Source: an optimization exercise on an open RTL-to-GDS flow (aim: small area, a short achievable clock period and few clock cycles). Production flows keep margins and buffers that such runs may drop.
The RTL was checked by simulation tests, not by an equivalence proof against the original design.
Power and IR drop assume default switching activity.

Setup of Q:
## flash_prog
module flash_prog (
    input             clk,
    input             rst,
    input      [7:0]  rx_data,
    input             rx_valid,
    output            rx_ready,
    output reg [7:0]  tx_data,
    output reg        tx_valid,
    input             tx_ready,
    output            bus_req,
    output            bus_we,
    output     [20:0] bus_addr,
    output     [31:0] bus_wdata,
    input             bus_ack,
    input      [31:0] bus_rdata,
    output            handed_off
);
Size: roughly 1300 cells after synthesis, about 210 flip-flops.
Settings: LEC_CHECK=0, CAP_MARGIN=20, CORE_MARGIN=2, CORE_UTILIZATION=40, SETUP_SLACK_MARGIN=4.5, SLEW_MARGIN=20; clock period 8.0 ns.
standard.sh (not shown) runs the stock make flow with config.mk's settings and CLKGATE_MAP_FILE= SYNTH_SCRIPT=/design/flow/synth_recipe.tcl, a recipe that flattens the netlist after the stock synthesis.
==> flow/flow/run.sh <==
#!/bin/bash
# The standard layout (standard.sh: the standard flow's own ORFS make flow, unchanged synthesis), with the
# ports buffered by plain buffers instead of the delay buffers buffer_ports picks by default.
set -euo pipefail
bash standard.sh "BUFFER_PORTS_ARGS=-buffer_cell sky130_fd_sc_hd__buf_2" finish > standard.log 2>&1
Testbench counts of Q, summed over its fixed seeds: cycles 58,384.
Input changes introduced in S (baseline for comparison: Q):
--- a/flow/design.v
+++ b/flow/design.v
@@ -78,23 +78,22 @@
     reg        wv;          
     reg        lastin;      
     reg [31:0] P;
     reg [2:0]  rcnt;        
     reg        rid;         
     reg [3:0]  fail;
     reg        q_req, q_we, q_sela, q_even, q_odd;
     reg [7:0]  q_byte;
     reg        q_reply;     
     reg        q_inw;       
     reg        r_rd_ref, r_er_ref, r_er_none;
-    reg [13:0] r_S;
     wire hold     = (rcnt != 3'd0);
     wire slotfree = !tx_valid || tx_ready;
     wire can_send = slotfree && !hold;
     wire [4:0] fix = {st[S_BOOT] && nb == 2'd2,
                       st[S_BOOT] && nb != 2'd2,
                       st[S_BOOT] && nb == 2'd1,
                       st[S_IDD] && family_b,
                       st[S_IDD] && !family_b};
     wire [3:0] lm = chip_mask | {4{op[O_ID] | st[S_IDX]}};
     flash_seq u_seq (
         .req(q_req), .we(q_we), .sel_a(q_sela), .even(q_even), .odd(q_odd),
@@ -388,24 +387,23 @@
         end
         if (st[S_MASK] && take && rx_data[7:4] == 4'd0) chip_mask <= rx_data[3:0];
         if (st[S_PEV] && (can_send || op[O_ER])) begin
             a       <= {f2, f1, f0[7:2]};
             phi     <= (f3 != 8'd0);
             plo     <= (f0[1:0] != 2'd0);
             fld_len <= 1'b1;
         end
         r_rd_ref  <= rd_refuse;
         r_er_ref  <= er_refuse;
         r_er_none <= er_none;
-        r_S       <= S[13:0];
-        if (st[S_LEV] && can_send) N[13:0] <= r_S;
+        if (st[S_LEV0]) N[13:0] <= S[13:0];
         if (st[S_RD] && hs) begin
             P    <= bus_rdata;
             rcnt <= slotfree ? 3'd3 : 3'd4;
             rid  <= 1'b0;
             a    <= a_inc;
         end
         if (st[S_WCTRL] && take && rx00) begin
             nb     <= 2'd0;
             wv     <= 1'b0;
             lastin <= 1'b0;
             fail   <= 4'd0;
[summary]
- From Q to S the numbers moved as follows: sequential share of layout area lower, total power fell by about 0.6%, final layout net count moved down.
- Against Q, reported combinational group power in S rose by more than a quarter.
- Combinational family with the most area after synthesis = compound AO/OA/AOI/OAI gates: Q; combinational family with the most area after synthesis = simple AND/OR/NAND/NOR gates: S
- Going from Q to S, post-route non-filler standard cell count went down about 1.5%, final area went down 640 um2, clock power went down about 22%, clock-buffer cell count went down 15, count of cell types in the netlist went up 3.
- Average footprint of a synthesized cell came out lower on S than on Q.
- Core util | S vs Q | S lower
Testbench counts of S, summed over its fixed seeds: cycles 58,384.

---

flash_prog again, from the RTL that the note above started with.
clock: 8.0 ns
lec_check: 0
cap_margin: 20
core_margin: 2
core_utilization: 40
setup_slack_margin: 4.5
slew_margin: 20
run.sh (not shown) runs the stock make flow with config.mk's settings and CLKGATE_MAP_FILE= SYNTH_SCRIPT=/design/flow/synth_recipe.tcl, a recipe that flattens the netlist after the stock synthesis.
Stock flow here: none of the scripts above is used.
Testbench counts at the start, summed over its fixed seeds: cycles 58,384.
Next try:
--- a/flow/design.v
+++ b/flow/design.v
@@ -50,22 +50,22 @@
     input             bus_ack,
     input      [31:0] bus_rdata,
     output            handed_off
 );
     localparam S_IDLE  = 0,  S_MASK  = 1,  S_FLD   = 2,  S_PEV   = 3,
                S_LEV   = 4,  S_WCTRL = 5,  S_RACK  = 6,  S_RD    = 7,
                S_UL1   = 8,  S_UL2   = 9,  S_CMD   = 10, S_SECT  = 11,
                S_BOOT  = 12, S_IDM   = 13, S_IDD   = 14, S_IDX   = 15,
                S_IDO   = 16, S_A0    = 17, S_DATA  = 18, S_POLL0 = 19,
                S_POLL  = 20, S_VER   = 21, S_BEX1  = 22, S_BEX2  = 23,
-               S_FIN   = 24, S_HAND  = 25, S_LEV0  = 26;
-    localparam NS = 27;
+               S_FIN   = 24, S_HAND  = 25;
+    localparam NS = 26;
     localparam O_ID = 0, O_CE = 1, O_ER = 2, O_WR = 3, O_RD = 4, O_S1 = 5;
     reg [NS-1:0] st;
     reg [5:0]  op;
     reg        second;      
     reg        pb;          
     reg        fld_len;     
     reg        family_b;
     reg [3:0]  chip_mask;
     reg        verify_en;
     reg [21:0] a;
@@ -78,22 +78,20 @@
     reg        wv;          
     reg        lastin;      
     reg [31:0] P;
     reg [2:0]  rcnt;        
     reg        rid;         
     reg [3:0]  fail;
     reg        q_req, q_we, q_sela, q_even, q_odd;
     reg [7:0]  q_byte;
     reg        q_reply;     
     reg        q_inw;       
-    reg        r_rd_ref, r_er_ref, r_er_none;
-    reg [13:0] r_S;
     wire hold     = (rcnt != 3'd0);
     wire slotfree = !tx_valid || tx_ready;
     wire can_send = slotfree && !hold;
     wire [4:0] fix = {st[S_BOOT] && nb == 2'd2,
                       st[S_BOOT] && nb != 2'd2,
                       st[S_BOOT] && nb == 2'd1,
                       st[S_IDD] && family_b,
                       st[S_IDD] && !family_b};
     wire [3:0] lm = chip_mask | {4{op[O_ID] | st[S_IDX]}};
     flash_seq u_seq (
@@ -149,39 +147,38 @@
                     8'h12:                      sn[S_MASK]  = 1'b1;
                     default:                    sn[S_IDLE]  = 1'b1;
                 endcase
             end else sn[S_IDLE] = 1'b1;
         end
         if (st[S_MASK]) begin
             if (take) sn[S_IDLE] = 1'b1; else sn[S_MASK] = 1'b1;
         end
         if (st[S_FLD]) begin
             if (take && nb == 2'd3) begin
-                if (fld_len) sn[S_LEV0] = 1'b1; else sn[S_PEV] = 1'b1;
+                if (fld_len) sn[S_LEV] = 1'b1; else sn[S_PEV] = 1'b1;
             end else sn[S_FLD] = 1'b1;
         end
         if (st[S_PEV]) begin
             if (can_send || op[O_ER]) begin
                 if (!op[O_WR])      sn[S_FLD]   = 1'b1;
                 else if (wp_refuse) sn[S_IDLE]  = 1'b1;
                 else                sn[S_WCTRL] = 1'b1;
             end else sn[S_PEV] = 1'b1;
         end
-        if (st[S_LEV0]) sn[S_LEV] = 1'b1;
         if (st[S_LEV]) begin
             if (can_send) begin
                 if (op[O_RD]) begin
-                    if (r_rd_ref) sn[S_IDLE] = 1'b1; else sn[S_RD] = 1'b1;
+                    if (rd_refuse) sn[S_IDLE] = 1'b1; else sn[S_RD] = 1'b1;
                 end else begin
-                    if (r_er_ref)       sn[S_IDLE] = 1'b1;
-                    else if (r_er_none) sn[S_FIN]  = 1'b1;
-                    else                sn[S_UL1]  = 1'b1;
+                    if (er_refuse)    sn[S_IDLE] = 1'b1;
+                    else if (er_none) sn[S_FIN]  = 1'b1;
+                    else              sn[S_UL1]  = 1'b1;
                 end
             end else sn[S_LEV] = 1'b1;
         end
         if (st[S_WCTRL]) begin
             if (take && rx00 && !ovf)             sn[S_UL1]   = 1'b1;
             else if (take && (rx00 || rx01 || rx02)) sn[S_IDLE] = 1'b1;
             else                                  sn[S_WCTRL] = 1'b1;
         end
         if (st[S_RACK]) begin
             if (take && rx00 && !aend)            sn[S_RD]   = 1'b1;
@@ -293,21 +290,21 @@
         if (st[S_MASK] && take) begin
             push = 1'b1;
             push_byte = {7'd0, rx_data[7:4] != 4'd0};
         end
         if (st[S_PEV] && can_send && !op[O_ER]) begin
             push = 1'b1;
             push_byte = {7'd0, op[O_WR] && wp_refuse};
         end
         if (st[S_LEV] && can_send) begin
             push = 1'b1;
-            push_byte = {7'd0, op[O_RD] ? r_rd_ref : r_er_ref};
+            push_byte = {7'd0, op[O_RD] ? rd_refuse : er_refuse};
         end
         if (st[S_WCTRL] && take && (rx00 || rx01 || rx02)) begin
             push = 1'b1;
             push_byte = rx02 ? 8'h02 : {7'd0, rx00 && ovf};
         end
         if (st[S_RACK] && take && (rx00 || rx01)) begin
             push = 1'b1;
             push_byte = rx01 ? 8'h04 : aend ? 8'h03 : 8'h02;
         end
         if (st[S_RD] && hs) begin
@@ -386,25 +383,21 @@
                 if (rx_data == 8'h0E) verify_en <= 1'b0;
             end
         end
         if (st[S_MASK] && take && rx_data[7:4] == 4'd0) chip_mask <= rx_data[3:0];
         if (st[S_PEV] && (can_send || op[O_ER])) begin
             a       <= {f2, f1, f0[7:2]};
             phi     <= (f3 != 8'd0);
             plo     <= (f0[1:0] != 2'd0);
             fld_len <= 1'b1;
         end
-        r_rd_ref  <= rd_refuse;
-        r_er_ref  <= er_refuse;
-        r_er_none <= er_none;
-        r_S       <= S[13:0];
-        if (st[S_LEV] && can_send) N[13:0] <= r_S;
+        if (st[S_LEV] && can_send) N[13:0] <= S[13:0];
         if (st[S_RD] && hs) begin
             P    <= bus_rdata;
             rcnt <= slotfree ? 3'd3 : 3'd4;
             rid  <= 1'b0;
             a    <= a_inc;
         end
         if (st[S_WCTRL] && take && rx00) begin
             nb     <= 2'd0;
             wv     <= 1'b0;
             lastin <= 1'b0;
The changed run finished clean.
Cell area is about the same.
Routed wire length goes up by about 5%.
Register-to-register slack degrades by 0.13 ns.
Worst setup slack loses 0.13 ns.
Clock-buffer cell count shrinks by 15.
Power fell by about 10%.
Utilization is higher by 0.47 points.
First-iteration DRC count rises by about 4%.
Testbench counts after the change, summed over its fixed seeds: cycles 58,368.

[separate check: timing with driven ports]
In the flow no input, the clock included, has a driving cell. The finished layouts below were timed again as built, in two steps. Step 1: set_driving_cell puts a clkbuf_16 on clk and a buf_2 on each other input, an assumption about the parent block. Step 2 also shifts input and output timing later by t, the mid clock arrival at the registers, as if the neighbouring blocks saw the same clock. Slacks: ideal / step 1 / step 2; pairs: ideal / step 1.
run | shift t [ns] | setup slack, ns | slew at the worst register clock pin (ns)
Q | 0.581 | 4.394 / 4.423 / 3.842 | 0.07 / 0.07
S | 0.498 | 4.248 / 4.248 / 4.017 | 0.09 / 0.09
the first run of note 2 | 0.579 | 4.527 / 4.487 / 3.987 | 0.06 / 0.06
the second run of note 2 | 0.498 | 4.394 / 4.394 / 3.928 | 0.10 / 0.10
After both steps every run listed still meets setup and hold. The setup slack of Q, which loses most, moves by +0.029 ns with the drivers and by -0.552 ns with both steps.
